Source: an optimization exercise on an open RTL-to-GDS flow (aim: small area, a short achievable clock period and few clock cycles per item). Production flows keep margins and buffers that such runs may drop.
In this exercise RTL edits were held to simulation tests only and were not proved equivalent to the original.
Power and IR drop assume default switching activity.

$ cat flow/design.v
module rgbe_channel (
    input  wire [7:0]  m,
    input  wire [7:0]  e,
    input  wire        mode,
    output reg  [7:0]  rot,      
    output wire        inc,      
    output wire [1:0]  top,      
    output wire [7:0]  ex        
);
    integer k, i;
    wire nz  = |m;
    wire all = &m;
    wire [7:0] z;
    assign z[0] = 1'b1;
    genvar g;
    generate
        for (g = 1; g < 8; g = g + 1) begin : g_z
            assign z[g] = (m[7:8-g] == 0);
        end
    endgenerate
    reg [2:0] lz;
    always @(*) begin
        lz = 3'd7;
        for (k = 6; k >= 0; k = k - 1)
            if (z[k] && m[7-k]) lz = k[2:0];
        lz = lz;
    end
    wire [9:0] eq;
    generate
        for (g = 0; g < 10; g = g + 1) begin : g_eq
            assign eq[g] = (e == g);
        end
    endgenerate
    wire ebig = (e[7:4] != 4'd0) | (e[3:1] == 3'b101) | (e[3:2] == 2'b11);
    wire [7:0] ge;
    assign ge[7] = ebig;
    assign ge[6] = ebig;
    assign ge[5] = ge[6] | eq[9];
    assign ge[4] = ge[5] | eq[8];
    assign ge[3] = ge[4] | eq[7];
    assign ge[2] = ge[3] | eq[6];
    assign ge[1] = ge[2] | eq[5];
    assign ge[0] = ge[1] | eq[4];
    wire [7:0] a;
    generate
        for (g = 0; g < 8; g = g + 1) begin : g_a
            wire lzk = z[g] & m[7-g];
            wire tail = (g + 3 <= 9) ? (eq[(g + 3) % 10] & z[g]) : 1'b0;
            wire low  = (g >= 5) ? eq[(g + 3) % 8] : 1'b0;
            assign a[g] = !all & ((lzk & ge[g]) | tail | low);
        end
    endgenerate
    reg normal;
    always @(*) begin
        normal = (ebig & nz) | (all & !eq[0] & !eq[1]);
        for (k = 3; k <= 9; k = k + 1)
            normal = normal | (eq[k] & !z[k - 2]);
    end
    always @(*) begin
        rot = 8'd0;
        for (k = 0; k < 8; k = k + 1)
            for (i = 0; i < 8; i = i + 1)
                rot[i] = rot[i] | (a[k] & m[(i - k + 8) % 8]);
    end
    wire fix = mode & (((m[7:6] == 2'b01) & m[0] & eq[3]) |
                       (m[7] & ((eq[2] & (m[1:0] == 2'b10)) |
                                (eq[1] & (m[2:0] == 3'b101)) |
                                (eq[0] & (m[3:0] == 4'b1011)))));
    assign inc = rot[7] | fix;
    assign top = {(rot[6] & !eq[0] & !eq[1]) | (all & eq[1]),
                  (rot[5] & !eq[0]) | (all & eq[0])};
    wire [3:0] kk = all ? 4'd1 : {1'b0, lz} + 4'd2;
    assign ex = normal ? (e - {4'd0, kk}) : 8'd0;
endmodule
module rgbe_round (
    input  wire [7:0]  rot,
    input  wire        inc,
    input  wire [1:0]  top,
    input  wire [7:0]  ex,
    output wire [31:0] f
);
    wire [7:0] lo;
    genvar g;
    generate
        for (g = 0; g < 8; g = g + 1) begin : g_lo
            if (g == 0) begin : g_b0
                assign lo[g] = rot[g] ^ inc;
            end else begin : g_bn
                assign lo[g] = rot[g] ^ (inc & (&rot[g-1:0]));
            end
        end
    endgenerate
    assign f = {1'b0, ex, top, rot[4:0], rot, lo};
endmodule
module rgbe2rgba (
    input  wire        clk,
    input  wire        rst,         
    input  wire        in_valid,
    output wire        in_ready,
    input  wire [31:0] in_rgbe,     
    input  wire        in_mode,     
    output wire        out_valid,
    input  wire        out_ready,
    output wire [31:0] out_r,
    output wire [31:0] out_g,
    output wire [31:0] out_b,
    output wire [31:0] out_a
);
    localparam [31:0] ONE = 32'h3F800000;
    wire [7:0] rot_r, rot_g, rot_b;
    wire       inc_r, inc_g, inc_b;
    wire [1:0] top_r, top_g, top_b;
    wire [7:0] ex_r, ex_g, ex_b;
    rgbe_channel u_r (.m(in_rgbe[7:0]),   .e(in_rgbe[31:24]), .mode(in_mode),
                      .rot(rot_r), .inc(inc_r), .top(top_r), .ex(ex_r));
    rgbe_channel u_g (.m(in_rgbe[15:8]),  .e(in_rgbe[31:24]), .mode(in_mode),
                      .rot(rot_g), .inc(inc_g), .top(top_g), .ex(ex_g));
    rgbe_channel u_b (.m(in_rgbe[23:16]), .e(in_rgbe[31:24]), .mode(in_mode),
                      .rot(rot_b), .inc(inc_b), .top(top_b), .ex(ex_b));
    reg        s1_valid;
    reg [18:0] s1_r, s1_g, s1_b;    
    wire s1_load = !s1_valid || out_ready;
    assign in_ready = s1_load;
    always @(posedge clk) begin
        if (rst) begin
            s1_valid <= 1'b0;
        end else if (s1_load) begin
            s1_valid <= in_valid;
        end
        if (s1_load) begin
            s1_r <= {ex_r, top_r, inc_r, rot_r};
            s1_g <= {ex_g, top_g, inc_g, rot_g};
            s1_b <= {ex_b, top_b, inc_b, rot_b};
        end
    end
    rgbe_round v_r (.rot(s1_r[7:0]), .inc(s1_r[8]), .top(s1_r[10:9]), .ex(s1_r[18:11]), .f(out_r));
    rgbe_round v_g (.rot(s1_g[7:0]), .inc(s1_g[8]), .top(s1_g[10:9]), .ex(s1_g[18:11]), .f(out_g));
    rgbe_round v_b (.rot(s1_b[7:0]), .inc(s1_b[8]), .top(s1_b[10:9]), .ex(s1_b[18:11]), .f(out_b));
    assign out_valid = s1_valid;
    assign out_a = ONE;
endmodule
$ cat flow/flow/run.sh
#!/bin/bash
# The standard layout with two changes:
#  1. after the standard synthesis, the combinational gates are re-mapped
#     for area by ABC's default script (flow/resynth.tcl); every register and
#     tie cell keeps its instance name and cell type;
#  2. the port buffers that global placement inserts use the small
#     sky130_fd_sc_hd__buf_1 instead of the cell the resizer picks by default.
# Timing repair, CTS, routing and the rest are ORFS's own (the standard.sh).
set -euo pipefail
here=$(pwd)
res=$here/orfs/results/$FLOW_PLATFORM/rgbe2rgba/base
bash standard.sh synth > standard_synth.log 2>&1
cp $res/1_2_yosys.v $here/std_1_2_yosys.v
RESYNTH_LIB=$FLOW_HOME/platforms/sky130hd/lib/sky130_fd_sc_hd__tt_025C_1v80.lib \
RESYNTH_IN=$here/std_1_2_yosys.v RESYNTH_OUT=$here/resynth.v \
  $FLOW_HOME/../tools/install/yosys/bin/yosys -c $here/flow/resynth.tcl > resynth.log 2>&1
if grep -E '^\s*(wire|input|output|reg)\b' resynth.v | sed 's/\[[0-9]*:[0-9]*\]//' | grep -q '[/:]'; then
  echo "resynth: bad net name" >&2; exit 1
fi
cp $here/resynth.v $res/1_2_yosys.v
rm -f $res/1_synth.odb $res/1_synth.sdc
bash standard.sh "BUFFER_PORTS_ARGS=-buffer_cell sky130_fd_sc_hd__buf_1" finish > standard.log 2>&1
$ cat flow/flow/resynth.tcl
# Re-map the combinational logic of the standard synthesis netlist for area.
# Every flip-flop and tie cell is kept as it is (same instance name and cell
# type); only the gates between them are re-mapped by ABC's default script.
yosys -import
set lib $::env(RESYNTH_LIB)
read_liberty -wb -ignore_miss_func $lib
blackbox =sky130_fd_sc_hd__edfxtp_1 =sky130_fd_sc_hd__dfxtp_1 =sky130_fd_sc_hd__conb_1
read_verilog $::env(RESYNTH_IN)
hierarchy -top $::env(FLOW_TOP)
flatten -wb
opt -purge
abc -liberty $lib -dont_use *lpflow* -dont_use *probe* -dont_use *clkdly* -dont_use *dlygate* -dont_use *dlymetal*
opt_clean -purge
setundef -zero
hilomap -singleton -hicell sky130_fd_sc_hd__conb_1 HI -locell sky130_fd_sc_hd__conb_1 LO
splitnets
opt_clean -purge
insbuf -buf sky130_fd_sc_hd__buf_4 A X
opt_clean -purge
stat -liberty $lib
write_verilog -noattr -noexpr -nohex -nodec $::env(RESYNTH_OUT)
$ cat flow/standard.sh
#!/bin/bash
# synth_recipe.tcl (not shown) runs the flow's synth.tcl, then flattens the netlist and writes it again
# the make line also repeats each setting of config.mk as NAME=value (left out here)
make -C /OpenROAD-flow-scripts/flow DESIGN_CONFIG=/design/flow/config.mk WORK_HOME=/design/flow/orfs CLKGATE_MAP_FILE= SYNTH_SCRIPT=/design/flow/synth_recipe.tcl "${@:-finish}"
$ cat flow/config.mk
export PLATFORM = sky130hd
export DESIGN_NAME = rgbe2rgba
export DESIGN_NICKNAME = rgbe2rgba
export VERILOG_FILES = /design/flow/design.v
export SDC_FILE = /design/flow/constraint.sdc
export NUM_CORES = 4
export LEC_CHECK = 0
export ABC_AREA = 1
export CAP_MARGIN = 20
export CORE_MARGIN = 2
export CORE_UTILIZATION = 40
export SETUP_SLACK_MARGIN = 3.6
export SLEW_MARGIN = 20
$ cat flow/constraint.sdc
create_clock -name core_clock -period 7.0 [get_ports {clk}]
set_input_delay 1.4000 -clock core_clock [delete_from_list [all_inputs] [get_ports {clk}]]
set_output_delay 1.4000 -clock core_clock [all_outputs]
set_load 0.01 [all_outputs]
==> results by group, run 1 <==
STA
  • Transition time at the pin with the least slew margin: 0.735 ns
  • Minimum hold slack: 1.14 ns
  • Final period demand of the worst path: 3.49 ns
  • Hold Fails Final Rpt: 0
  • Max Freq: 286 MHz
  • Worst clock skew: 0.00536 ns
  • Setup repair after global routing missed its margin: true
  • Final setup violating endpoints: 0
  • Period Utilization, post-route: 49.9%
  • Worst max-slew margin expressed relative to the limit: 51.0%
  • Final slew viol count: 0
  • Total negative slack: 0 ns

Floorplan
  • DIE WIDTH: 116 um
  • Row cnt: 40
  • Overall die area: 0.0135 mm^2
  • Top-Level Pins: 167
  • Starting density of the core: 41.3%
  • Height of the die: 116 um
  • Core footprint: 0.0122 mm^2

Job
  • MaxCap Viol Count: 0

Detailed routing
  • Via Count: 5506
  • Residual DRC count: 0
  • Number of DRC violations after detailed-routing iteration 0: 719
  • Routed via count divided by cell count: 5.99
  • Antenna violation net count after detailed routing: 0
  • Total length of routed wires: 17200 um
  • First-pass detailed-route iteration total: 8
  • Routed len/inst: 18.7 um

Setup path
  • Worst setup path class: input pin to register
  • Start point of the critical path: in_rgbe[30]
  • Critical path destination: s1_r[10]
  • Data required time at the worst endpoint: 7.09 ns
  • Maximum fanout encountered on the critical timing path: 7
  • Endpoint type of the worst setup path: register
  • Crit path launch type: input pin
  • R2R Path End: s1_r[0]
  • Worst path arrival time: 3.59 ns
  • Slack of the worst reg-to-reg path: 5.47 ns
  • Reg-to-reg critical path startpoint: s1_valid
  • Worst Reg2Reg Path Length in Cells: 2

Finish
  • Commonest non-fill, non-tap cell in the layout: buf_1
  • Growth of design area from synthesis to finish: 37.8%
  • Number of cells in the finished layout apart from fillers: 919
  • Number of antenna diodes: 0
  • Share of final-layout standard cells stronger than drive strength 1: 26.8%
  • Area of all placed cells without fillers: 0.00692 mm^2
  • # nets final: 783
  • Footprint of the flip-flops and latches: 0.00173 mm^2
  • Footprint of the multi-input gates: 0.00344 mm^2
  • Commonest non-fill, non-tap cells in the layout: buf_1, buf_4, edfxtp_1
  • Fill cell count: 1111

Global routing
  • Overall track demand over capacity in global routing: 24.2%
  • Number of antenna violations at the first check in global routing: 0
  • Largest net degree at the start of global routing: 59
  • Vias in the first global route: 4718
  • First-pass GRT wire length: 25400 um
  • Total gr overflow: 0

Place
  • Instance area after placement: 0.00547 mm^2
  • HPWL after DPL: 11200 um
  • Final Wtd Congestion: 0.935
  • Placed cell count: 841
  • Port buffer count: 131

Pwr
  • Power per Cell Area: 192 mW/mm^2
  • IR drop worst, VDD: 0.000106 V
  • Leak: 2.48 nW
  • Tot Pwr: 1.33 mW

Min path
  • Hold/Removal Path Class: register to register

Clock tree
  • Root cell of the clock tree: clkbuf_16
  • Total number of clock tree sinks: 58
  • Maximum level of the CTS H-tree: 3
  • CTS tree: done
  • Clock network latency to the later pin of the worst-skew pair: 0.33 ns
  • Maximum clock insertion buffer count: 2
  • Clock slew seen by the registers of the worst setup and hold paths: 0.06 ns
  • Number of clock buffers inserted by TritonCTS: 9

Yosys
  • Post-synthesis instance area: 0.00502 mm^2
  • Number of instances in the synthesized netlist: 581
  • Synthesized area per cell: 8.65 um^2
  • Warning count from the yosys run: 2

Status
  • Outcome: finished clean
-- metrics by stage --
| step | util [%] | worst slack [ns] |
|---|---|---|
| floorplan | - | 3.37 |
| global placement | 45.0 | 2.34 |
| detailed placement | 45.0 | 2.13 |
| CTS | 53.1 | 3.45 |
| global route | 56.9 | 3.45 |
| finish | 56.9 | 3.51 |
-- layer usage --
layer | share of wire (%) | up-vias | wire length (um) | GRT usage, %
li1 | - | 2523 | - | -
met1 | 42 | 2606 | 7160 | 34.1
met2 | 47 | 349 | 8160 | 37.1
met3 | 9.1 | 28 | 1560 | 5.18
met4 | 2.0 | 0 | 344 | 7.94
met5 | 0 | - | 0 | 0
-- state kept, by name (all words and copies together) (netlist names) --
name / count
s1_r: 19
s1_b: 19
s1_valid: 1
s1_g: 19
-- layout make-up --
| type | count | area share [%] |
|---|---|---|
| Clock inverter | 7 | 2.04 |
| Inverter | 10 | 0.578 |
| Clock buffer | 9 | 3.25 |
| Timing Repair Buffer | 194 | 16.3 |
| Multi-Input combinational cell | 473 | 49.7 |
| Sequential cell | 58 | 25.0 |
| Tap cell | 168 | 3.04 |
-- where the power goes --
group / switching (mW) / internal, mW
Clock: 0.167 / 0.383
Combinational: 0.201 / 0.120
Sequential: 0.0247 / 0.433
-- worst min path at each step --
stage                   from       end  slack [ns]  depth (start not counted)
floorplan           s1_valid  s1_valid        1.29                          2
global placement    s1_valid  s1_g[14]        1.13                          2
detailed placement  s1_valid  s1_g[13]        1.14                          2
CTS                 s1_valid  s1_g[13]        1.16                          2
global route        s1_valid  s1_g[12]        1.19                          2
finish              s1_valid  s1_g[13]        1.14                          2
-- worst max-delay path, stage by stage --
cell      delay [ns]
buf_12          0.11
or4_4           0.61
a211o_4         0.33
or2_4           0.28
o211a_4         0.16
a222oi_1        0.29
nand3_1         0.19
a22o_1          0.21
-- timing repair --
item                                    4_1_cts  5_1_grt
gates resized for setup                     113       50
cloned                                        1        0
buffers inserted                             31       30
hold buffers                                  0        0
endpoints found under the setup margin       57       47
pin swaps                                    25       26
Testbench counts, summed over its fixed seeds: cycles 32,008, items 32,000.
==> run 2, diff against run 1 <==
--- a/flow/config.mk
+++ b/flow/config.mk
@@ -10,4 +10,4 @@
 export CORE_MARGIN = 2
 export CORE_UTILIZATION = 40
-export SETUP_SLACK_MARGIN = 3.6
+export SETUP_SLACK_MARGIN = 3.9
 export SLEW_MARGIN = 20
==> results by group, run 2 <==
Pwr
  • Power per Cell Area: 174 mW/mm^2 (-9.4%)
  • Int Pwr: 999 uW (+6.7%)
  • Switching share of power: 28.8% (-0.80 points)
  • Sequential power share: 32.6% (-1.9 points)
  • Leak: 2.98 nW (+20%)
  • Share of total power in combinational logic: 26.8% (+2.7 points)
  • Switch Pwr: 403 uW (+2.6%)
  • IR drop worst, VDD: 0.000115 V (+8.0%)
  • Relative contribution of the clock network to total power: 40.5% (-0.9 points)

Yosys
  • Synthesized area per cell: 8.65 um^2 (unchanged)
  • Post-synthesis instance area: 0.00502 mm^2 (unchanged)
  • Number of instances in the synthesized netlist: 581 (unchanged)
  • Warning count from the yosys run: 2 (unchanged)

Finish
  • Core utilization of the finished layout: 66.3% (+9.4 points)
  • Growth of design area from synthesis to finish: 60.5%
  • Number of antenna diodes: 0 (unchanged)
  • Commonest non-fill, non-tap cell in the layout: buf_1
  • Commonest non-fill, non-tap cells in the layout: buf_1, buf_4, edfxtp_1
  • Share of final-layout standard cells stronger than drive strength 1: 38.7% (+12 points)
  • # nets final: 841 (+7.4%)
  • Largest regs: s1_b x19, s1_g x19, s1_r x19

Clock tree
  • Root cell of the clock tree: clkbuf_16
  • CTS hold repair buffers: 0 (unchanged)
  • Maximum level of the CTS H-tree: 3 (unchanged)
  • Total number of clock tree sinks: 58 (unchanged)
  • Clock slew seen by the registers of the worst setup and hold paths: 0.05 ns (about the same)
  • Maximum clock insertion buffer count: 2 (unchanged)
  • Number of clock buffers inserted by TritonCTS: 9 (unchanged)
  • Clock network latency to the later pin of the worst-skew pair: 0.33 ns (about the same)
  • CTS tree: done

Detailed routing
  • Routed via count divided by cell count: 6.15 (+2.7%)
  • Residual DRC count: 0 (unchanged)
  • Via Count: 6013 (+9.2%)
  • First-pass detailed-route iteration total: 7 (-1)
  • Total length of routed wires: 19100 um (+11%)
  • Routed len/inst: 19.5 um (+4.1%)
  • Antenna violation net count after detailed routing: 0 (unchanged)
  • Number of DRC violations after detailed-routing iteration 0: 976 (+36%)

STA
  • Final setup violating endpoints: 0 (unchanged)
  • Worst clock skew: 0.00614 ns (+0.000786 ns)
  • Max Freq: 280 MHz (-2.2%)
  • Total negative slack: 0 ns (unchanged)
  • Setup repair after global routing missed its margin: true
  • Worst max-slew margin expressed relative to the limit: 46.1% (-4.9 points)
  • Final period demand of the worst path: 3.57 ns (+0.0789 ns)
  • Minimum hold slack: 0.929 ns (-0.214 ns)
  • Final slew viol count: 0 (unchanged)
  • Period Utilization, post-route: 51.0% (+1.1 points)
  • Hold Fails Final Rpt: 0 (unchanged)
  • Transition time at the pin with the least slew margin: 0.806 ns (+0.0702 ns)

Min path
  • Hold path cells: 3 (+1)
  • Hold/Removal Path Class: register to register

Status
  • Outcome: finished clean

Global routing
  • First-pass GRT wire length: 27700 um (+8.8%)
  • Number of antenna violations at the first check in global routing: 0 (unchanged)
  • Overall track demand over capacity in global routing: 26.5% (+2.3 points)
  • Vias in the first global route: 5062 (+7.3%)
  • Total gr overflow: 0 (unchanged)
  • Largest net degree at the start of global routing: 30 (-49%)

Setup path
  • Worst Reg2Reg Path Length in Cells: 3 (+1)
  • Maximum fanout encountered on the critical timing path: 4 (-3)
  • Worst path arrival time: 3.66 ns (+0.07 ns)
  • Crit path launch type: input pin
  • Data required time at the worst endpoint: 7.08 ns (about the same)
  • Endpoint type of the worst setup path: register
  • Worst setup path class: input pin to register

Floorplan
  • DIE WIDTH: 116 um (unchanged)
  • Core footprint: 0.0122 mm^2 (unchanged)
  • Height of the die: 116 um (unchanged)
  • Top-Level Pins: 167 (unchanged)
  • Overall die area: 0.0135 mm^2 (unchanged)
  • Row cnt: 40 (unchanged)
  • Starting density of the core: 41.3% (unchanged)

Job
  • MaxCap Viol Count: 0 (unchanged)

Place
  • Final Wtd Congestion: 0.918 (-1.8%)
  • Port buffer count: 131 (unchanged)
  • HPWL after DPL: 11000 um (-1.6%)
## run 2: cell types whose count changed in the layout (fill, tap and decap cells not counted), sizes merged
cell	previous run	this run
clkinv	12	10
bufbuf	0	2
buf	191	243
clkbuf	12	19
clkinvlp	1	0
## run 2: critical path, cell delays in order
cell and delay, ns:
buf_12 0.10, or4_4 0.58, or4_4 0.45, a31oi_4 0.26
o21ai_2 0.10, a211oi_2 0.24, buf_4 0.17, o21ai_4 0.06
a31oi_1 0.23, nor3_2 0.05
## run 2: repair_timing
item / 4_1_cts / 5_1_grt
setup buffers: 83 / 33
setup endpoints to repair: 65 / 67
cloned: 3 / 0
pin swaps: 66 / 46
gates resized for setup: 207 / 58
## run 2: cell type report
| cell class | count | area [um^2] |
|---|---|---|
| flip-flops and latches | 58 | 1730 |
| well taps | 168 | 210 |
| clock inverters | 4 | 120 |
| repair buffers | 252 | 1810 |
| multi-input cells | 473 | 3880 |
| clock buffers | 12 | 267 |
| inverters | 10 | 43.8 |
| fillers | 938 | 4100 |
## run 2: final timing paths
kind / start / to / slack [ns]
min reg2reg: s1_valid / s1_b[7] / 0.93
max: in_rgbe[12] / s1_g[18] / 3.43
max reg2reg: s1_valid / s1_r[0] / 5.80
min: s1_valid / s1_b[7] / 0.93
## run 2: layer usage
layer  track usage [%]  up-vias  part of all wire [%]
li1                  -     2649                     -
met1              36.8     2893                    40
met2              40.9      414                    47
met3              5.23       57                   9.1
met4              10.4        0                   3.3
met5                 0        -                     0
## run 2: power by group through the flow
stage                     logic (mW)  registers (mW)  clock network [mW]
after floorplan                0.196           0.475                   0
after global placement         0.274           0.463                   0
after detailed placement       0.276           0.466                   0
after CTS                      0.342           0.458               0.571
after global routing           0.405           0.463               0.590
final                          0.376           0.458               0.568
## run 2: metrics by stage
step	power, mW	cells	area, um^2	worst slack, ns
final	1.40	977	8060	3.43
after detailed placement	0.742	842	5650	2.44
after global placement	0.737	842	5650	2.57
after CTS	1.37	944	7600	3.42
after global routing	1.46	977	8060	3.38
after floorplan	0.671	614	5480	3.37
==> run 3, diff against run 2 <==
--- a/flow/config.mk
+++ b/flow/config.mk
@@ -10,4 +10,4 @@
 export CORE_MARGIN = 2
 export CORE_UTILIZATION = 40
-export SETUP_SLACK_MARGIN = 3.9
+export SETUP_SLACK_MARGIN = 3.0
 export SLEW_MARGIN = 20
==> results by group, run 3 <==
STA
  • Period Utilization, post-route: 57.8% (+6.7 points)
  • Setup repair after global routing missed its margin: true
  • Max Freq: 247 MHz (-12%)
  • Transition time at the pin with the least slew margin: 0.883 ns (+0.0769 ns)
  • Hold Fails Final Rpt: 0 (unchanged)
  • Worst clock skew: 0.00435 ns (-0.00179 ns)
  • Worst max-slew margin expressed relative to the limit: 41.2% (-4.9 points)
  • Final slew viol count: 0 (unchanged)
  • Final period demand of the worst path: 4.04 ns (+0.470 ns)
  • Total negative slack: 0 ns (unchanged)
  • Final setup violating endpoints: 0 (unchanged)
  • Minimum hold slack: 1.01 ns (+0.0836 ns)

Setup path
  • Endpoint type of the worst setup path: register
  • Data required time at the worst endpoint: 7.08 ns (about the same)
  • Worst path arrival time: 4.12 ns (+0.46 ns)
  • Reg-to-reg critical path startpoint: s1_valid
  • R2R Path End: s1_b[0]
  • Maximum fanout encountered on the critical timing path: 10 (+6)
  • Crit path launch type: input pin
  • Slack of the worst reg-to-reg path: 5.65 ns (-0.15 ns)
  • Worst setup path class: input pin to register
  • Worst Reg2Reg Path Length in Cells: 2 (-1)

Min path
  • Hold path cells: 2 (-1)
  • Hold/Removal Path Class: register to register
  • Hold Path End: s1_g[4]
  • Startpoint of the lowest-slack hold path: s1_valid

Global routing
  • Total gr overflow: 0 (unchanged)
  • Overall track demand over capacity in global routing: 22.3% (-4.2 points)
  • Vias in the first global route: 4517 (-11%)
  • Largest net degree at the start of global routing: 60 (+100%)
  • First-pass GRT wire length: 23600 um (-15%)
  • Number of antenna violations at the first check in global routing: 0 (unchanged)

Place
  • Placed cell count: 844 (+0.24%)
  • HPWL after DPL: 10700 um (-2.9%)
  • Final Wtd Congestion: 0.928 (+1.1%)
  • Port buffer count: 131 (unchanged)
  • Instance area after placement: 0.00534 mm^2 (-5.5%)

Finish
  • Number of antenna diodes: 0 (unchanged)
  • Area of all placed cells without fillers: 0.00580 mm^2 (-28%)
  • # nets final: 726 (-14%)
  • Commonest non-fill, non-tap cell in the layout: buf_1
  • Growth of design area from synthesis to finish: 15.5%
  • Largest regs: s1_b x19, s1_g x19, s1_r x19
  • Share of final-layout standard cells stronger than drive strength 1: 8.50% (-30 points)
  • Number of cells in the finished layout apart from fillers: 862 (-12%)
  • Commonest non-fill, non-tap cells in the layout: buf_1, nor2_1, edfxtp_1

Clock tree
  • Maximum level of the CTS H-tree: 3 (unchanged)
  • Clock network latency to the later pin of the worst-skew pair: 0.33 ns (about the same)
  • Number of clock buffers inserted by TritonCTS: 9 (unchanged)
  • Maximum clock insertion buffer count: 2 (unchanged)
  • Clock slew seen by the registers of the worst setup and hold paths: 0.05 ns (about the same)
  • CTS tree: done
  • Total number of clock tree sinks: 58 (unchanged)
  • Root cell of the clock tree: clkbuf_16

Floorplan
  • DIE WIDTH: 116 um (unchanged)
  • Top-Level Pins: 167 (unchanged)
  • Height of the die: 116 um (unchanged)
  • Overall die area: 0.0135 mm^2 (unchanged)
  • Starting density of the core: 41.3% (unchanged)
  • Core footprint: 0.0122 mm^2 (unchanged)
  • Row cnt: 40 (unchanged)

Status
  • Outcome: finished clean

Pwr
  • Leak: 2.02 nW (-32%)
  • Tot Pwr: 1.18 mW (-16%)
  • Power per Cell Area: 204 mW/mm^2 (+17%)
  • IR drop worst, VDD: 0.0000897 V (-22%)

Detailed routing
  • Antenna violation net count after detailed routing: 0 (unchanged)
  • Via Count: 5233 (-13%)
  • Total length of routed wires: 15600 um (-18%)
  • Residual DRC count: 0 (unchanged)
  • Number of DRC violations after detailed-routing iteration 0: 577 (-41%)
  • First-pass detailed-route iteration total: 10 (+3)
  • Routed len/inst: 18.1 um (-7.3%)
  • Routed via count divided by cell count: 6.07 (-1.4%)

Yosys
  • Number of instances in the synthesized netlist: 581 (unchanged)
  • Synthesized area per cell: 8.65 um^2 (unchanged)
  • Warning count from the yosys run: 2 (unchanged)
  • Post-synthesis instance area: 0.00502 mm^2 (unchanged)

Job
  • MaxCap Viol Count: 0 (unchanged)
[run 3: final cells by class]
cell class              count  area [um^2]
clock buffers              14          274
clock inverters             2         35.0
fillers                  1230         6360
inverters                  10         37.5
multi-input cells         472         2940
flip-flops and latches     58         1730
well taps                 168          210
repair buffers            138          574
[run 3: routing by layer]
metal,up-vias,global-route usage [%],share of wire [%]
li1,2403,-,-
met1,2478,30.9,43
met2,315,35.2,46
met3,37,4.55,8.5
met4,0,7.22,2.4
met5,-,0,0
[run 3: worst max-delay path by stage]
stage,start,endpoint,slack (ns),depth (start not counted)
6_report,in_rgbe[31],s1_r[9],2.96,9
5_1_grt,in_rgbe[3],s1_r[17],2.81,9
4_1_cts,in_rgbe[3],s1_r[17],2.87,9
3_5_place_dp,in_rgbe[15],s1_g[18],2.10,8
3_3_place_gp,in_rgbe[15],s1_g[18],2.16,8
2_1_floorplan,in_rgbe[31],s1_r[9],3.18,8
[run 3: worst max-delay path: stages]
cell and delay, ns:
buf_1 0.17, or4_4 0.65, nor3_1 0.57, nor2_1 0.16
o21a_1 0.22, a222oi_1 0.32, nand2_1 0.09, nand4bb_1 0.21
mux2_1 0.32
[run 3: timing repair]
item                                    CTS  global route
setup buffers                             1             1
gates cloned                              0             0
pin swaps                                 1             1
gates resized for setup                  20            30
hold buffers                              0             0
endpoints found under the setup margin   49            38
endpoints found under the hold margin     0             0
[run 3: where the power goes]
part           switching (mW)  total (mW)  leakage, nW  internal [mW]
Sequential             0.0248       0.459        0.605          0.434
Clock                   0.151       0.455        0.153          0.304
Combinational           0.179       0.270         1.26         0.0902
[run 3: metrics by stage]
step	util (%)	setup WS (ns)
2_1_floorplan	-	3.18
5_1_grt	47.7	2.81
3_5_place_dp	43.9	2.10
4_1_cts	47.2	2.87
6_report	47.7	2.96
3_3_place_gp	43.9	2.16
==> run 4, diff against run 3 <==
--- a/flow/config.mk
+++ b/flow/config.mk
@@ -10,4 +10,4 @@
 export CORE_MARGIN = 2
 export CORE_UTILIZATION = 40
-export SETUP_SLACK_MARGIN = 3.0
+export SETUP_SLACK_MARGIN = 3.3
 export SLEW_MARGIN = 20
==> results by group, run 4 <==
Status
  • Outcome: finished clean

Detailed routing
  • Routed via count divided by cell count: 6.04 (-0.50%)
  • Number of DRC violations after detailed-routing iteration 0: 643 (+11%)
  • Antenna violation net count after detailed routing: 0 (unchanged)
  • First-pass detailed-route iteration total: 8 (-2)
  • Residual DRC count: 0 (unchanged)
  • Routed len/inst: 18.4 um (+1.6%)
  • Via Count: 5388 (+3.0%)
  • Total length of routed wires: 16400 um (+5.2%)

Clock tree
  • Total number of clock tree sinks: 58 (unchanged)
  • Number of clock buffers inserted by TritonCTS: 9 (unchanged)
  • CTS hold repair buffers: 0 (unchanged)
  • Clock network latency to the later pin of the worst-skew pair: 0.33 ns (about the same)
  • Maximum level of the CTS H-tree: 3 (unchanged)
  • Clock slew seen by the registers of the worst setup and hold paths: 0.05 ns (about the same)
  • CTS tree: done
  • Maximum clock insertion buffer count: 2 (unchanged)
  • Root cell of the clock tree: clkbuf_16

Min path
  • Startpoint of the lowest-slack hold path: s1_valid
  • Hold/Removal Path Class: register to register

Setup path
  • Reg-to-reg critical path startpoint: s1_valid
  • Slowest Stage Delay on Critical Path: 0.63 ns (-0.02 ns)
  • CP most frequent cell: buf_2
  • Start point of the critical path: in_rgbe[29]
  • Critical path's slowest cell: or4_4
  • Sum of buffers and inverters on the critical path: 3 (+2)
  • Worst path arrival time: 3.88 ns (-0.24 ns)
  • Worst setup path class: input pin to register
  • Endpoint type of the worst setup path: register
  • Maximum fanout encountered on the critical timing path: 10 (unchanged)
  • Data required time at the worst endpoint: 7.20 ns (+0.12 ns)
  • Slack of the worst reg-to-reg path: 5.81 ns (+0.16 ns)
  • Crit path launch type: input pin
  • Cell family with most CP delay: simple AND/OR/NAND/NOR gates
  • Crit path cell chain: buf_2 -> or4_4 -> buf_2 -> nor2_2 -> nand4_1 -> buf_4 -> a21oi_1 -> a222oi_1 -> nand3_1 -> mux2_1

STA
  • Setup repair after global routing missed its margin: true
  • Total negative slack: 0 ns (unchanged)
  • Period Utilization, post-route: 52.6% (-5.1 points)
  • Worst max-slew margin expressed relative to the limit: 62.7% (+22 points)
  • Final setup violating endpoints: 0 (unchanged)
  • Final slew viol count: 0 (unchanged)
  • Final period demand of the worst path: 3.68 ns (-0.360 ns)
  • Transition time at the pin with the least slew margin: 0.559 ns (-0.323 ns)
  • Worst clock skew: 0.00926 ns (+0.00491 ns)
  • Max Freq: 272 MHz (+9.8%)
  • Hold Fails Final Rpt: 0 (unchanged)

Floorplan
  • Core footprint: 0.0122 mm^2 (unchanged)
  • Overall die area: 0.0135 mm^2 (unchanged)
  • Top-Level Pins: 167 (unchanged)
  • Row cnt: 40 (unchanged)
  • DIE WIDTH: 116 um (unchanged)
  • Starting density of the core: 41.3% (unchanged)
  • Height of the die: 116 um (unchanged)

Yosys
  • Synthesized area per cell: 8.65 um^2 (unchanged)
  • Warning count from the yosys run: 2 (unchanged)
  • Post-synthesis instance area: 0.00502 mm^2 (unchanged)
  • Number of instances in the synthesized netlist: 581 (unchanged)

Place
  • Instance area after placement: 0.00536 mm^2 (+0.26%)
  • Final Wtd Congestion: 0.924 (-0.39%)
  • Placed cell count: 842 (-0.24%)
  • HPWL after DPL: 10900 um (+1.6%)
  • Port buffer count: 131 (unchanged)

Finish
  • # nets final: 757 (+4.3%)
  • Area of all placed cells without fillers: 0.00634 mm^2 (+9.2%)
  • Number of cells in the finished layout apart from fillers: 892 (+3.5%)
  • Number of antenna diodes: 0 (unchanged)
  • Commonest non-fill, non-tap cell in the layout: buf_1
  • Share of final-layout standard cells stronger than drive strength 1: 19.8% (+11 points)
  • Commonest non-fill, non-tap cells in the layout: buf_1, edfxtp_1, nor2_1
  • Largest regs: s1_b x19, s1_g x19, s1_r x19
  • Growth of design area from synthesis to finish: 26.2%

Global routing
  • Number of antenna violations at the first check in global routing: 0 (unchanged)
  • Total gr overflow: 0 (unchanged)
  • First-pass GRT wire length: 24200 um (+2.7%)
  • Largest net degree at the start of global routing: 60 (unchanged)
  • Overall track demand over capacity in global routing: 23.1% (+0.73 points)
  • Vias in the first global route: 4551 (+0.75%)

Pwr
  • Power per Cell Area: 185 mW/mm^2 (-9.3%)
  • Leak: 2.24 nW (+11%)
  • IR drop worst, VDD: 0.000101 V (+13%)

Job
  • MaxCap Viol Count: 0 (unchanged)
[run 4: cell count changes in the layout (fill, tap and decap cells not counted), sizes merged]
cell           change
clkbuf             -7
clkinvlp           +1
buf               +35
clkinv             +2
clkdlybuf4s15      -1
[run 4: repair_timing]
action,4_1_cts,5_1_grt
endpoints found under the setup margin,58,51
setup buffers,5,30
pin swaps,4,17
resized for setup,67,63
[run 4: final cells by class]
type                    instances  area (um^2)
multi-input cells             472         3260
flip-flops and latches         58         1730
fillers                      1179         5820
clock inverters                 5         46.3
inverters                      10         42.5
well taps                     168          210
clock buffers                  10          229
repair buffers                169          825
[run 4: worst paths after layout]
kind	end	cells after the start
max	s1_g[9]	10
min	s1_valid	3
max reg2reg	s1_r[3]	2
min reg2reg	s1_valid	3
[run 4: layer usage]
| layer | global-route usage [%] | up-vias | share of wire [%] |
|---|---|---|---|
| met5 | 0 | - | 0 |
| met4 | 7.22 | 0 | 2.2 |
| met3 | 4.08 | 33 | 8.1 |
| met2 | 36.7 | 323 | 47 |
| met1 | 32.0 | 2567 | 42 |
| li1 | - | 2465 | - |
[run 4: power breakdown]
group,total [mW],leakage (nW),internal [mW],switching (mW)
Combinational,0.295,1.50,0.103,0.192
Clock,0.419,0.135,0.269,0.150
Sequential,0.459,0.605,0.434,0.0253
Total,1.17,2.24,0.806,0.368
[run 4: worst reg2reg max path, cell delays in order, from the launching register on]
cell      delay, ns
dfxtp_1        0.31
nand2b_2       0.06
clkbuf_8       0.42
[run 4: metrics by stage]
stage	worst slack, ns	util, %	hold WS, ns	power [mW]
floorplan	3.31	-	1.29	0.661
global placement	2.39	44.0	0.977	0.724
detailed placement	2.36	44.0	1.02	0.727
CTS	3.23	48.5	0.916	1.16
global route	3.25	52.1	1.04	1.23
finish	3.32	52.1	0.964	1.17
==> run 5, diff against run 4 <==
--- a/flow/config.mk
+++ b/flow/config.mk
@@ -9,5 +9,6 @@
 export CAP_MARGIN = 20
 export CORE_MARGIN = 2
-export CORE_UTILIZATION = 40
+export CORE_UTILIZATION = 65
+export PLACE_DENSITY = 0.82
 export SETUP_SLACK_MARGIN = 3.3
 export SLEW_MARGIN = 20
==> results by group, run 5 <==
Setup path
  • Start point of the critical path: in_rgbe[31]
  • Reg-to-reg critical path startpoint: s1_valid
  • Maximum fanout encountered on the critical timing path: 7 (-3)
  • Data required time at the worst endpoint: 7.21 ns (about the same)
  • Endpoint type of the worst setup path: register
  • Crit path launch type: input pin
  • Worst setup path class: input pin to register
  • Worst path arrival time: 3.94 ns (+0.06 ns)

Clock tree
  • Clock network latency to the later pin of the worst-skew pair: 0.35 ns (+0.02 ns)
  • Maximum clock insertion buffer count: 2 (unchanged)
  • CTS hold repair buffers: 0 (unchanged)
  • Maximum level of the CTS H-tree: 3 (unchanged)
  • Total number of clock tree sinks: 58 (unchanged)
  • Root cell of the clock tree: clkbuf_8
  • Clock slew seen by the registers of the worst setup and hold paths: 0.07 ns (+0.02 ns)
  • Number of clock buffers inserted by TritonCTS: 9 (unchanged)
  • CTS tree: done

Floorplan
  • Top-Level Pins: 167 (unchanged)
  • Row cnt: 32 (-20%)
  • Overall die area: 0.00845 mm^2 (-37%)
  • Starting density of the core: 66.1% (+25 points)
  • DIE WIDTH: 91.9 um (-21%)
  • Core footprint: 0.00761 mm^2 (-37%)
  • Height of the die: 91.9 um (-21%)

STA
  • Setup repair after global routing missed its margin: true
  • Final period demand of the worst path: 3.73 ns (+0.0436 ns)
  • Worst clock skew: 0.00645 ns (-0.00281 ns)
  • Worst max-slew margin expressed relative to the limit: 47.8% (-15 points)
  • Final setup violating endpoints: 0 (unchanged)
  • Final slew viol count: 0 (unchanged)
  • Period Utilization, post-route: 53.2% (+0.62 points)
  • Transition time at the pin with the least slew margin: 0.777 ns (+0.218 ns)
  • Hold Fails Final Rpt: 0 (unchanged)
  • Max Freq: 268 MHz (-1.2%)
  • Total negative slack: 0 ns (unchanged)

Global routing
  • Total gr overflow: 0 (unchanged)
  • Largest net degree at the start of global routing: 60 (unchanged)
  • First-pass GRT wire length: 23700 um (-2.1%)
  • Overall track demand over capacity in global routing: 35.0% (+12 points)
  • Vias in the first global route: 4602 (+1.1%)
  • Number of antenna violations at the first check in global routing: 0 (unchanged)

Yosys
  • Warning count from the yosys run: 2 (unchanged)
  • Post-synthesis instance area: 0.00502 mm^2 (unchanged)
  • Number of instances in the synthesized netlist: 581 (unchanged)
  • Synthesized area per cell: 8.65 um^2 (unchanged)

Detailed routing
  • Routed len/inst: 20.1 um (+9.2%)
  • Via Count: 5651 (+4.9%)
  • Antenna violation net count after detailed routing: 0 (unchanged)
  • Routed via count divided by cell count: 6.99 (+16%)
  • First-pass detailed-route iteration total: 7 (-1)
  • Residual DRC count: 0 (unchanged)
  • Number of DRC violations after detailed-routing iteration 0: 1005 (+56%)
  • Total length of routed wires: 16200 um (-1.1%)

Finish
  • Share of final-layout standard cells stronger than drive strength 1: 17.0% (-2.8 points)
  • Growth of design area from synthesis to finish: 18.9%
  • Fill cell count: 519 (-56%)
  • Commonest non-fill, non-tap cell in the layout: buf_1
  • Number of cells in the finished layout apart from fillers: 808 (-9.4%)
  • # nets final: 738 (-2.5%)
  • Largest regs: s1_b x19, s1_g x19, s1_r x19
  • Commonest non-fill, non-tap cells in the layout: buf_1, edfxtp_1, nor2_1
  • Number of antenna diodes: 0 (unchanged)

Job
  • MaxCap Viol Count: 0 (unchanged)

Min path
  • Hold/Removal Path Class: register to register
  • Startpoint of the lowest-slack hold path: s1_valid

Pwr
  • IR drop worst, VDD: 0.000129 V (+28%)
  • Switch Pwr: 361 uW (-1.9%)
  • Relative contribution of the clock network to total power: 32.2% (-3.5 points)
  • Switching share of power: 32.7% (+1.4 points)
  • Power per Cell Area: 185 mW/mm^2 (-0.29%)
  • Leak: 2.10 nW (-6.1%)
  • Int Pwr: 742 uW (-7.9%)
  • Share of total power in combinational logic: 26.3% (+1.1 points)
  • Sequential power share: 41.5% (+2.4 points)

Place
  • Final Wtd Congestion: 1.04 (+12%)
  • Placed cell count: 777 (-7.7%)
  • HPWL after DPL: 10600 um (-3.1%)
  • Port buffer count: 131 (unchanged)

Status
  • Outcome: finished clean
## run 5: cell count changes in the layout (fill, tap and decap cells not counted), moves of 3 or more
cell       change
buf_4         -19
clkbuf_8      +13
clkbuf_16      -9
nor4_4         -5
nor4_2         +3
## run 5: area by class of cell
| cell class | instances | area, um^2 | area share [%] |
|---|---|---|---|
| inverters | 10 | 37.5 | 0.628 |
| clock inverters | 1 | 30.0 | 0.502 |
| multi-input cells | 473 | 3170 | 53.0 |
| repair buffers | 149 | 686 | 11.5 |
| clock buffers | 15 | 196 | 3.29 |
| well taps | 102 | 128 | 2.14 |
| flip-flops and latches | 58 | 1730 | 29.0 |
## run 5: power by group through the flow
| stage | logic, mW | clock network (mW) | registers (mW) |
|---|---|---|---|
| detailed placement | 0.262 | 0 | 0.466 |
| global placement | 0.253 | 0 | 0.462 |
| finish | 0.290 | 0.355 | 0.458 |
| global route | 0.311 | 0.367 | 0.463 |
| CTS | 0.271 | 0.351 | 0.458 |
| floorplan | 0.187 | 0 | 0.475 |
## run 5: per-stage QoR
step	area (um^2)	hold WS (ns)	utilization (%)	power, mW	setup WS (ns)
floorplan	5190	1.29	-	0.661	3.31
global placement	5280	0.958	69.4	0.715	2.43
detailed placement	5280	1.00	69.4	0.728	2.23
CTS	5700	0.910	74.9	1.08	3.23
global route	5980	0.952	78.6	1.14	3.21
finish	5980	0.896	78.6	1.10	3.27
## run 5: worst paths after layout
| check | end | slack, ns | depth (start not counted) |
|---|---|---|---|
| worst max-delay path | s1_b[8] | 3.27 | 8 |
| worst min register to register | s1_g[16] | 0.90 | 2 |
| worst max register to register | s1_r[1] | 5.79 | 2 |
| worst min-delay path | s1_g[16] | 0.90 | 2 |
## run 5: layer usage
layer	wire [um]	vias up	global-route usage [%]
met5	0	-	0
met4	667	0	10.9
met3	2150	89	6.08
met2	7620	534	55.6
met1	5790	2589	49.0
li1	-	2439	-
## run 5: critical path, stage by stage
cell and delay [ns]:
buf_2 0.15, or4_4 0.59, nor4_2 0.57, nand2_1 0.46, o32ai_1 0.41, a22o_1 0.20, nand2_1 0.05, nand4_1 0.09
## run 5: timing repair
item / in CTS / in global routing
pin swaps: 4 / 9
setup buffers: 2 / 12
resized for setup: 57 / 50
gates cloned: 1 / 0
setup endpoints to repair: 58 / 50
==> run 6, diff against run 5 <==
--- a/flow/config.mk
+++ b/flow/config.mk
@@ -9,6 +9,6 @@
 export CAP_MARGIN = 20
 export CORE_MARGIN = 2
-export CORE_UTILIZATION = 65
-export PLACE_DENSITY = 0.82
+export CORE_UTILIZATION = 55
+export PLACE_DENSITY = 0.7
 export SETUP_SLACK_MARGIN = 3.3
 export SLEW_MARGIN = 20
==> results by group, run 6 <==
Finish
  • Core utilization of the finished layout: 67.9% (-11 points)
  • Number of cells in the finished layout apart from fillers: 813 (+0.62%)
  • Largest regs: s1_b x19, s1_g x19, s1_r x19
  • Commonest non-fill, non-tap cells in the layout: buf_1, nor2_1, edfxtp_1
  • Number of antenna diodes: 0 (unchanged)
  • Commonest non-fill, non-tap cell in the layout: buf_1
  • Share of final-layout standard cells stronger than drive strength 1: 16.0% (-0.97 points)
  • Growth of design area from synthesis to finish: 19.0% (about the same)
  • Footprint of the multi-input gates: 0.00317 mm^2 (about the same)
  • Footprint of the flip-flops and latches: 0.00173 mm^2 (unchanged)
  • # nets final: 737 (-0.14%)
  • Fill cell count: 762 (+47%)

Detailed routing
  • Total length of routed wires: 16000 um (-1.6%)
  • Met2 wire length: 7500 um (-1.5%)
  • Met3 Wirelength: 1850 um (-14%)
  • Routed via count divided by cell count: 6.64 (-5.0%)
  • Via Count: 5402 (-4.4%)
  • Residual DRC count: 0 (unchanged)
  • Uppermost metal layer occupied by signal nets: met4
  • Routed length on met1: 6220 um (+7.4%)
  • Routed len/inst: 19.6 um (-2.2%)
  • First-pass detailed-route iteration total: 9 (+2)
  • Antenna violation net count after detailed routing: 0 (unchanged)
  • Number of DRC violations after detailed-routing iteration 0: 748 (-26%)

Clock tree
  • CTS tree: done
  • Number of clock buffers inserted by TritonCTS: 9 (unchanged)
  • Maximum clock insertion buffer count: 2 (unchanged)
  • Root cell of the clock tree: clkbuf_8
  • Total number of clock tree sinks: 58 (unchanged)
  • Clock network latency to the later pin of the worst-skew pair: 0.35 ns (about the same)
  • Clock slew seen by the registers of the worst setup and hold paths: 0.08 ns (about the same)
  • Maximum level of the CTS H-tree: 3 (unchanged)

Yosys
  • Synthesized area per cell: 8.65 um^2 (unchanged)
  • Number of instances in the synthesized netlist: 581 (unchanged)
  • Post-synthesis instance area: 0.00502 mm^2 (unchanged)
  • Warning count from the yosys run: 2 (unchanged)

Place
  • Final Wtd Congestion: 0.985 (-4.8%)
  • Worst slack at placement: 2.40 ns (+0.170 ns)
  • Placed cell count: 784 (+0.90%)
  • Port buffer count: 131 (unchanged)
  • HPWL after DPL: 10700 um (+1.4%)

Global routing
  • Vias in the first global route: 4656 (+1.2%)
  • First-pass GRT wire length: 24200 um (+2.1%)
  • Total gr overflow: 0 (unchanged)
  • Number of antenna violations at the first check in global routing: 0 (unchanged)
  • Overall track demand over capacity in global routing: 30.8% (-4.2 points)
  • Largest net degree at the start of global routing: 60 (unchanged)

Setup path
  • Worst setup path class: input pin to register
  • Reg-to-reg critical path startpoint: s1_valid
  • Data required time at the worst endpoint: 7.10 ns (-0.11 ns)
  • CP most frequent cell: nand3_1
  • Endpoint type of the worst setup path: register
  • Maximum fanout encountered on the critical timing path: 11 (+4)
  • Worst Reg2Reg Path Length in Cells: 2 (unchanged)
  • R2R Path End: s1_r[3]
  • Slack of the worst reg-to-reg path: 5.82 ns (+0.03 ns)
  • Slowest Stage Delay on Critical Path: 0.62 ns (+0.03 ns)
  • Critical path's slowest cell: or4_4
  • Worst path arrival time: 3.80 ns (-0.14 ns)
  • Crit path cell chain: buf_2 -> or4_4 -> a211o_4 -> or2_4 -> nand3_1 -> o21ai_2 -> a22oi_2 -> nand3_1 -> mux2_1
  • Crit path launch type: input pin

Floorplan
  • DIE WIDTH: 99.6 um (+8.3%)
  • Height of the die: 99.6 um (+8.3%)
  • Row cnt: 34 (+6.3%)
  • Overall die area: 0.00992 mm^2 (+17%)
  • Top-Level Pins: 167 (unchanged)
  • Core footprint: 0.00881 mm^2 (+16%)
  • Starting density of the core: 57.1% (-9.0 points)

STA
  • Max Freq: 270 MHz (+0.63%)
  • Transition time at the pin with the least slew margin: 0.691 ns (-0.0859 ns)
  • Final period demand of the worst path: 3.70 ns (-0.0234 ns)
  • Total negative slack: 0 ns (unchanged)
  • Hold Fails Final Rpt: 0 (unchanged)
  • Worst clock skew: 0.0106 ns (+0.00416 ns)
  • Final setup violating endpoints: 0 (unchanged)
  • Period Utilization, post-route: 52.9% (-0.33 points)
  • Setup WS post-layout: 3.30 ns (+0.0234 ns)
  • Final slew viol count: 0 (unchanged)
  • Setup repair after global routing missed its margin: true
  • Worst max-slew margin expressed relative to the limit: 53.3% (+5.5 points)

Pwr
  • Power per Cell Area: 187 mW/mm^2 (+1.6%)
  • IR drop worst, VDD: 0.0000974 V (-25%)
  • Switching share of power: 31.9% (-0.84 points)
  • Switch Pwr: 357 uW (-0.94%)
  • Int Pwr: 764 uW (+3.0%)
  • Sequential power share: 40.8% (-0.7 points)
  • Relative contribution of the clock network to total power: 33.9% (+1.7 points)
  • Share of total power in combinational logic: 25.3% (-1.0 points)
  • Leak: 2.09 nW (-0.55%)

Min path
  • Hold Path End: s1_valid
  • Startpoint of the lowest-slack hold path: s1_valid
  • Hold path cells: 3 (+1)
  • Hold/Removal Path Class: register to register

Status
  • Outcome: finished clean

Job
  • MaxCap Viol Count: 0 (unchanged)
==> run 6: routing by layer <==
layer  vias up  global-route usage (%)
li1       2427                       -
met1      2498                    42.1
met2       429                    48.2
met3        48                    6.89
met4         0                    10.6
met5         -                       0
==> run 6: layout make-up <==
type | count | share of cell area (%)
sequential | 58 | 29.0
tap | 108 | 2.26
multi-input combinational | 473 | 53.0
clock inverter | 5 | 1.72
clock buffer | 11 | 2.20
timing repair buffer | 148 | 11.2
inverter | 10 | 0.690
==> run 6: power by group through the flow <==
stage / clock network (mW) / logic, mW / registers, mW
global placement: 0 / 0.256 / 0.462
floorplan: 0 / 0.187 / 0.475
CTS: 0.382 / 0.270 / 0.457
finish: 0.380 / 0.284 / 0.457
detailed placement: 0 / 0.260 / 0.465
global route: 0.398 / 0.309 / 0.462
==> run 6: timing repair <==
item / 4_1_cts / 5_1_grt
gates resized for setup: 54 / 54
gates cloned: 1 / 0
endpoints found under the setup margin: 58 / 51
hold buffers: 0 / 0
pin swaps: 3 / 7
setup buffers: 3 / 9
==> run 6: worst max-delay path by stage <==
stage           startpoint       end  slack, ns  cells past startpoint
4_1_cts        in_rgbe[31]  s1_b[10]       3.26                      9
3_5_place_dp    in_rgbe[1]  s1_r[17]       2.40                      9
3_3_place_gp   in_rgbe[27]   s1_r[9]       2.43                      9
6_report       in_rgbe[29]   s1_g[9]       3.30                      9
2_1_floorplan  in_rgbe[12]  s1_g[18]       3.31                      8
5_1_grt        in_rgbe[29]   s1_g[9]       3.24                      9
==> run 6: metrics by stage <==
stage	hold slack (ns)	area [um^2]	power, mW
3_5_place_dp	0.992	5300	0.725
6_report	0.951	5980	1.12
4_1_cts	0.901	5740	1.11
5_1_grt	1.01	5980	1.17
2_1_floorplan	1.29	5190	0.661
3_3_place_gp	0.960	5300	0.718
==> run 6: critical path: cells and delay by family <==
family | cells | cell delay [ns]
buf+inv | 1 | 0.17
mux | 1 | 0.32
compound gates | 3 | 0.72
simple gates | 4 | 1.17
==> run 7, diff against run 6 <==
--- a/flow/config.mk
+++ b/flow/config.mk
@@ -10,4 +10,5 @@
 export CORE_MARGIN = 2
 export CORE_UTILIZATION = 55
+export CTS_BUF_LIST = sky130_fd_sc_hd__clkbuf_4 sky130_fd_sc_hd__clkbuf_8
 export PLACE_DENSITY = 0.7
 export SETUP_SLACK_MARGIN = 3.3
==> results by group, run 7 <==
Setup path
  • Crit path cell chain: buf_2 -> or4_4 -> a211o_4 -> or2_4 -> nand3_1 -> o21ai_2 -> a22oi_2 -> nand3_1 -> mux2_1
  • Critical path's slowest cell: or4_4
  • Cell family with most CP delay: simple AND/OR/NAND/NOR gates
  • Worst path arrival time: 3.82 ns (+0.02 ns)
  • Maximum fanout encountered on the critical timing path: 11 (unchanged)
  • Data required time at the worst endpoint: 7.10 ns (about the same)
  • Crit path launch type: input pin
  • CP most frequent cell: nand3_1
  • Worst setup path class: input pin to register
  • Sum of buffers and inverters on the critical path: 1 (unchanged)
  • Slowest Stage Delay on Critical Path: 0.62 ns (about the same)
  • Endpoint type of the worst setup path: register

Clock tree
  • CTS tree: done
  • Maximum level of the CTS H-tree: 3 (unchanged)
  • Total number of clock tree sinks: 58 (unchanged)
  • Clock slew seen by the registers of the worst setup and hold paths: 0.08 ns (about the same)
  • Clock network latency to the later pin of the worst-skew pair: 0.36 ns (about the same)
  • Maximum clock insertion buffer count: 2 (unchanged)
  • CTS hold repair buffers: 0 (unchanged)
  • Root cell of the clock tree: clkbuf_8
  • Number of clock buffers inserted by TritonCTS: 9 (unchanged)

Global routing
  • Total gr overflow: 0 (unchanged)
  • Overall track demand over capacity in global routing: 30.8% (about the same)
  • Number of antenna violations at the first check in global routing: 0 (unchanged)
  • Vias in the first global route: 4671 (+0.32%)
  • Largest net degree at the start of global routing: 60 (unchanged)
  • First-pass GRT wire length: 24200 um (unchanged)

Job
  • MaxCap Viol Count: 0 (unchanged)

Floorplan
  • Overall die area: 0.00992 mm^2 (unchanged)
  • Top-Level Pins: 167 (unchanged)
  • Starting density of the core: 57.1% (unchanged)
  • Height of the die: 99.6 um (unchanged)
  • Row cnt: 34 (unchanged)
  • Core footprint: 0.00881 mm^2 (unchanged)
  • DIE WIDTH: 99.6 um (unchanged)

Place
  • Placed cell count: 784 (unchanged)
  • HPWL after DPL: 10700 um (unchanged)
  • Worst slack at placement: 2.40 ns (unchanged)
  • Final Wtd Congestion: 0.985 (unchanged)
  • Port buffer count: 131 (unchanged)

Yosys
  • Synthesized area per cell: 8.65 um^2 (unchanged)
  • Number of instances in the synthesized netlist: 581 (unchanged)
  • Warning count from the yosys run: 2 (unchanged)
  • Post-synthesis instance area: 0.00502 mm^2 (unchanged)

STA
  • Total negative slack: 0 ns (unchanged)
  • Final period demand of the worst path: 3.72 ns (+0.0175 ns)
  • Transition time at the pin with the least slew margin: 0.684 ns (-0.00763 ns)
  • Setup WS post-layout: 3.28 ns (-0.0175 ns)
  • Final slew viol count: 0 (unchanged)
  • Final setup violating endpoints: 0 (unchanged)
  • Hold Fails Final Rpt: 0 (unchanged)
  • Max Freq: 269 MHz (-0.47%)
  • Period Utilization, post-route: 53.2% (+0.25 points)
  • Setup repair after global routing missed its margin: true
  • Worst clock skew: 0.0115 ns (+0.000891 ns)
  • Worst max-slew margin expressed relative to the limit: 53.8% (+0.52 points)

Detailed routing
  • Antenna violation net count after detailed routing: 0 (unchanged)
  • Total length of routed wires: 16000 um (+0.16%)
  • Via Count: 5400 (-0.037%)
  • Routed via count divided by cell count: 6.64 (about the same)
  • Routed len/inst: 19.7 um (+0.16%)
  • Residual DRC count: 0 (unchanged)
  • First-pass detailed-route iteration total: 12 (+3)
  • Number of DRC violations after detailed-routing iteration 0: 798 (+6.7%)

Pwr
  • IR drop worst, VDD: 0.0000966 V (-0.80%)
  • Leak: 2.09 nW (+0.29%)
  • Power per Cell Area: 188 mW/mm^2 (+0.42%)

Finish
  • Commonest non-fill, non-tap cells in the layout: buf_1, nor2_1, edfxtp_1
  • Share of final-layout standard cells stronger than drive strength 1: 16.3% (+0.28 points)
  • Largest regs: s1_b x19, s1_g x19, s1_r x19
  • # nets final: 737 (unchanged)
  • Commonest non-fill, non-tap cell in the layout: buf_1
  • Number of antenna diodes: 0 (unchanged)
  • Growth of design area from synthesis to finish: 19.4%
  • Fill cell count: 757 (-0.66%)
  • Number of cells in the finished layout apart from fillers: 813 (unchanged)

Min path
  • Hold/Removal Path Class: register to register

Status
  • Outcome: finished clean
## run 7: repair_timing
item / 4_1_cts / 5_1_grt
resized for setup: 54 / 54
gates cloned: 1 / 0
pin swaps: 3 / 9
setup endpoints to repair: 58 / 51
buffers inserted: 3 / 9
## run 7: layout make-up
class,instances,area [um^2],share of cell area (%)
repair buffers,148,668,11.1
clock inverters,5,103,1.71
multi-input cells,473,3180,53.1
flip-flops and latches,58,1730,28.9
well taps,108,135,2.25
clock buffers,11,139,2.31
inverters,10,41.3,0.688
## run 7: through the flow
step           power (mW)  util, %  area [um^2]  hold WS [ns]
3_3_place_gp        0.718     60.1         5300         0.960
5_1_grt              1.18     68.2         6000          1.01
6_report             1.13     68.2         6000         0.953
3_5_place_dp        0.725     60.1         5300         0.992
2_1_floorplan       0.661        -         5190          1.29
4_1_cts              1.12     65.2         5750         0.901
## run 7: worst reg2reg max path, cell delays in order (launching register included)
cell and delay (ns):
dfxtp_1 0.32, nand2b_2 0.06, clkbuf_8 0.41
## run 7: layer usage
layer	up-vias	wire length (um)	global-route usage, %
li1	2431	-	-
met1	2515	6330	41.8
met2	407	7570	48.1
met3	47	1720	7.45
met4	0	373	10.7
met5	-	0	0
## run 7: power breakdown
group          internal (mW)  switching [mW]  total [mW]  leakage [nW]
clock network          0.244           0.144       0.388         0.120
logic                 0.0953           0.189       0.284          1.37
registers              0.433          0.0245       0.457         0.605
## run 7: final timing paths
path                             startpoint       end  slack (ns)  cells after the start
worst min register to register     s1_valid  s1_valid        0.95                      3
worst min-delay path               s1_valid  s1_valid        0.95                      3
worst max register to register     s1_valid   s1_r[3]        5.81                      2
worst max-delay path            in_rgbe[29]   s1_g[9]        3.28                      9
==> run 8, diff against run 7 <==
--- a/flow/config.mk
+++ b/flow/config.mk
@@ -10,6 +10,5 @@
 export CORE_MARGIN = 2
 export CORE_UTILIZATION = 55
-export CTS_BUF_LIST = sky130_fd_sc_hd__clkbuf_4 sky130_fd_sc_hd__clkbuf_8
 export PLACE_DENSITY = 0.7
-export SETUP_SLACK_MARGIN = 3.3
+export SETUP_SLACK_MARGIN = 3.15
 export SLEW_MARGIN = 20
==> results by group, run 8 <==
Setup path
  • Maximum fanout encountered on the critical timing path: 14 (+3)
  • Data required time at the worst endpoint: 7.16 ns (+0.06 ns)
  • Worst path arrival time: 3.99 ns (+0.17 ns)
  • Slowest Stage Delay on Critical Path: 0.58 ns (-0.04 ns)
  • Critical path's slowest cell: or4_4
  • Cell family with most CP delay: simple AND/OR/NAND/NOR gates
  • Worst setup path class: input pin to register
  • Crit path cell chain: buf_2 -> or4_4 -> or4_1 -> a31oi_4 -> o21ai_1 -> a211oi_2 -> o21ai_0 -> and4_1 -> nor3_1
  • Sum of buffers and inverters on the critical path: 1 (unchanged)
  • Endpoint type of the worst setup path: register
  • Crit path launch type: input pin

Min path
  • Hold/Removal Path Class: register to register

Detailed routing
  • Via Count: 5249 (-2.8%)
  • Routed len/inst: 19.0 um (-3.6%)
  • Number of DRC violations after detailed-routing iteration 0: 579 (-27%)
  • Residual DRC count: 0 (unchanged)
  • Antenna violation net count after detailed routing: 0 (unchanged)
  • First-pass detailed-route iteration total: 9 (-3)
  • Routed via count divided by cell count: 6.50 (-2.2%)
  • Total length of routed wires: 15300 um (-4.2%)

STA
  • Setup repair after global routing missed its margin: true
  • Final period demand of the worst path: 3.83 ns (+0.108 ns)
  • Final slew viol count: 0 (unchanged)
  • Worst max-slew margin expressed relative to the limit: 46.5% (-7.3 points)
  • Period Utilization, post-route: 54.7% (+1.5 points)
  • Total negative slack: 0 ns (unchanged)
  • Final setup violating endpoints: 0 (unchanged)
  • Max Freq: 261 MHz (-2.8%)
  • Transition time at the pin with the least slew margin: 0.796 ns (+0.113 ns)
  • Worst clock skew: 0.00773 ns (-0.00378 ns)
  • Hold Fails Final Rpt: 0 (unchanged)

Finish
  • Growth of design area from synthesis to finish: 14.9%
  • Number of antenna diodes: 0 (unchanged)
  • Share of final-layout standard cells stronger than drive strength 1: 12.4% (-3.9 points)
  • Commonest non-fill, non-tap cell in the layout: buf_1
  • Number of cells in the finished layout apart from fillers: 808 (-0.62%)
  • Largest regs: s1_b x19, s1_g x19, s1_r x19
  • Commonest non-fill, non-tap cells in the layout: buf_1, nor2_1, edfxtp_1
  • # nets final: 732 (-0.68%)
  • Area of all placed cells without fillers: 0.00577 mm^2 (-3.8%)
  • Core utilization of the finished layout: 65.6% (-2.6 points)

Clock tree
  • Maximum level of the CTS H-tree: 3 (unchanged)
  • Number of clock buffers inserted by TritonCTS: 9 (unchanged)
  • Total number of clock tree sinks: 58 (unchanged)
  • Root cell of the clock tree: clkbuf_8
  • CTS tree: done
  • Clock slew seen by the registers of the worst setup and hold paths: 0.07 ns (about the same)
  • Clock network latency to the later pin of the worst-skew pair: 0.34 ns (-0.02 ns)
  • Maximum clock insertion buffer count: 2 (unchanged)

Floorplan
  • Height of the die: 99.6 um (unchanged)
  • Core footprint: 0.00881 mm^2 (unchanged)
  • Starting density of the core: 57.1% (unchanged)
  • Top-Level Pins: 167 (unchanged)
  • DIE WIDTH: 99.6 um (unchanged)
  • Overall die area: 0.00992 mm^2 (unchanged)
  • Row cnt: 34 (unchanged)

Place
  • Placed cell count: 783 (-0.13%)
  • Final Wtd Congestion: 0.923 (-6.4%)
  • Port buffer count: 131 (unchanged)
  • Instance area after placement: 0.00526 mm^2 (-0.69%)
  • HPWL after DPL: 10500 um (-2.3%)

Global routing
  • Largest net degree at the start of global routing: 60 (unchanged)
  • Vias in the first global route: 4601 (-1.5%)
  • Number of antenna violations at the first check in global routing: 0 (unchanged)
  • First-pass GRT wire length: 23400 um (-3.4%)
  • Total gr overflow: 0 (unchanged)
  • Overall track demand over capacity in global routing: 29.5% (-1.3 points)

Pwr
  • Leak: 2.03 nW (-3.3%)
  • Power per Cell Area: 186 mW/mm^2 (-1.1%)
  • IR drop worst, VDD: 0.000114 V (+18%)
  • Tot Pwr: 1.07 mW (-4.9%)

Yosys
  • Number of instances in the synthesized netlist: 581 (unchanged)
  • Post-synthesis instance area: 0.00502 mm^2 (unchanged)
  • Warning count from the yosys run: 2 (unchanged)
  • Synthesized area per cell: 8.65 um^2 (unchanged)

Job
  • MaxCap Viol Count: 0 (unchanged)

Status
  • Outcome: finished clean
## run 8: power by group
group	total (mW)	switching (mW)	leakage [nW]	internal [mW]
combinational	0.275	0.182	1.32	0.0925
clock	0.343	0.145	0.104	0.198
sequential	0.457	0.0242	0.605	0.433
total	1.07	0.351	2.03	0.723
## run 8: path summary, 6_finish.rpt
path / cells past startpoint / to / slack [ns] / startpoint
setup / recovery: 9 / s1_g[18] / 3.17 / in_rgbe[15]
hold / removal: 2 / s1_g[1] / 0.89 / s1_valid
setup reg to reg: 2 / s1_r[1] / 5.80 / s1_valid
hold reg to reg: 2 / s1_g[1] / 0.89 / s1_valid
## run 8: final cells by class
type,count,area [um^2]
multi-input combinational,472,3040
clock inverter,6,81.3
tap,108,135
fill,806,3030
sequential,58,1730
timing repair buffer,144,626
clock buffer,10,128
inverter,10,37.5
## run 8: layer usage
layer,global-route usage [%],share of wire [%],routed length [um],up-vias
met2,47.9,47,7250,360
met5,0,0,0,-
li1,-,-,-,2411
met1,40.4,41,6280,2443
met4,8.85,2.1,317,0
met3,5.27,9.6,1470,35
## run 8: worst reg2reg max path: stages, from the launching register on
cell and delay, ns:
dfxtp_1 0.32, nand2b_2 0.07, buf_6 0.43
## run 8: per-stage QoR
step	setup WS, ns	hold slack [ns]
finish	3.17	0.892
global route	3.05	0.941
CTS	3.09	1.02
detailed placement	2.04	1.01
global placement	2.00	0.967
floorplan	3.18	1.29
## run 8: timing repair
item	4_1_cts	5_1_grt
gates resized for setup	36	40
gates cloned	0	0
hold buffers	0	0
buffers inserted	3	6
pin swaps	2	5
setup endpoints to repair	57	42
endpoints found under the hold margin	0	0

what the ideal ports hide:
In the flow no input, the clock included, has a driving cell. The finished layouts below were timed again as built, in two steps.
Step 1, drivers: a clkbuf_16 drives clk and a buf_2 each remaining input, both assumed.
Step 2 times the ports against the registers' clock, not the clock port: input delays grow and output delays shrink by t, the midpoint of the rising clock arrivals with the driver on.
Slacks: no drivers / after step 1 / after step 2; pairs: no drivers / after step 1.
| run | t (ns) | setup slack, ns | cell pins on the clock port's net |
|---|---|---|---|
| run 1 | 0.369 | 3.506 / 3.492 / 3.122 | 1 |
| run 2 | 0.370 | 3.427 / 3.422 / 3.051 | 1 |
| run 3 | 0.369 | 2.957 / 2.976 / 2.607 | 1 |
| run 4 | 0.366 | 3.317 / 3.327 / 2.960 | 1 |
| run 5 | 0.377 | 3.273 / 3.274 / 2.897 | 1 |
| run 6 | 0.378 | 3.297 / 3.308 / 2.931 | 1 |
| run 7 | 0.382 | 3.279 / 3.290 / 2.908 | 1 |
| run 8 | 0.374 | 3.171 / 3.184 / 2.810 | 1 |
After both steps every run listed still meets setup and hold. For run 1, which loses most, drivers alone change the setup slack by -0.014 ns; drivers and shift together by -0.384 ns.
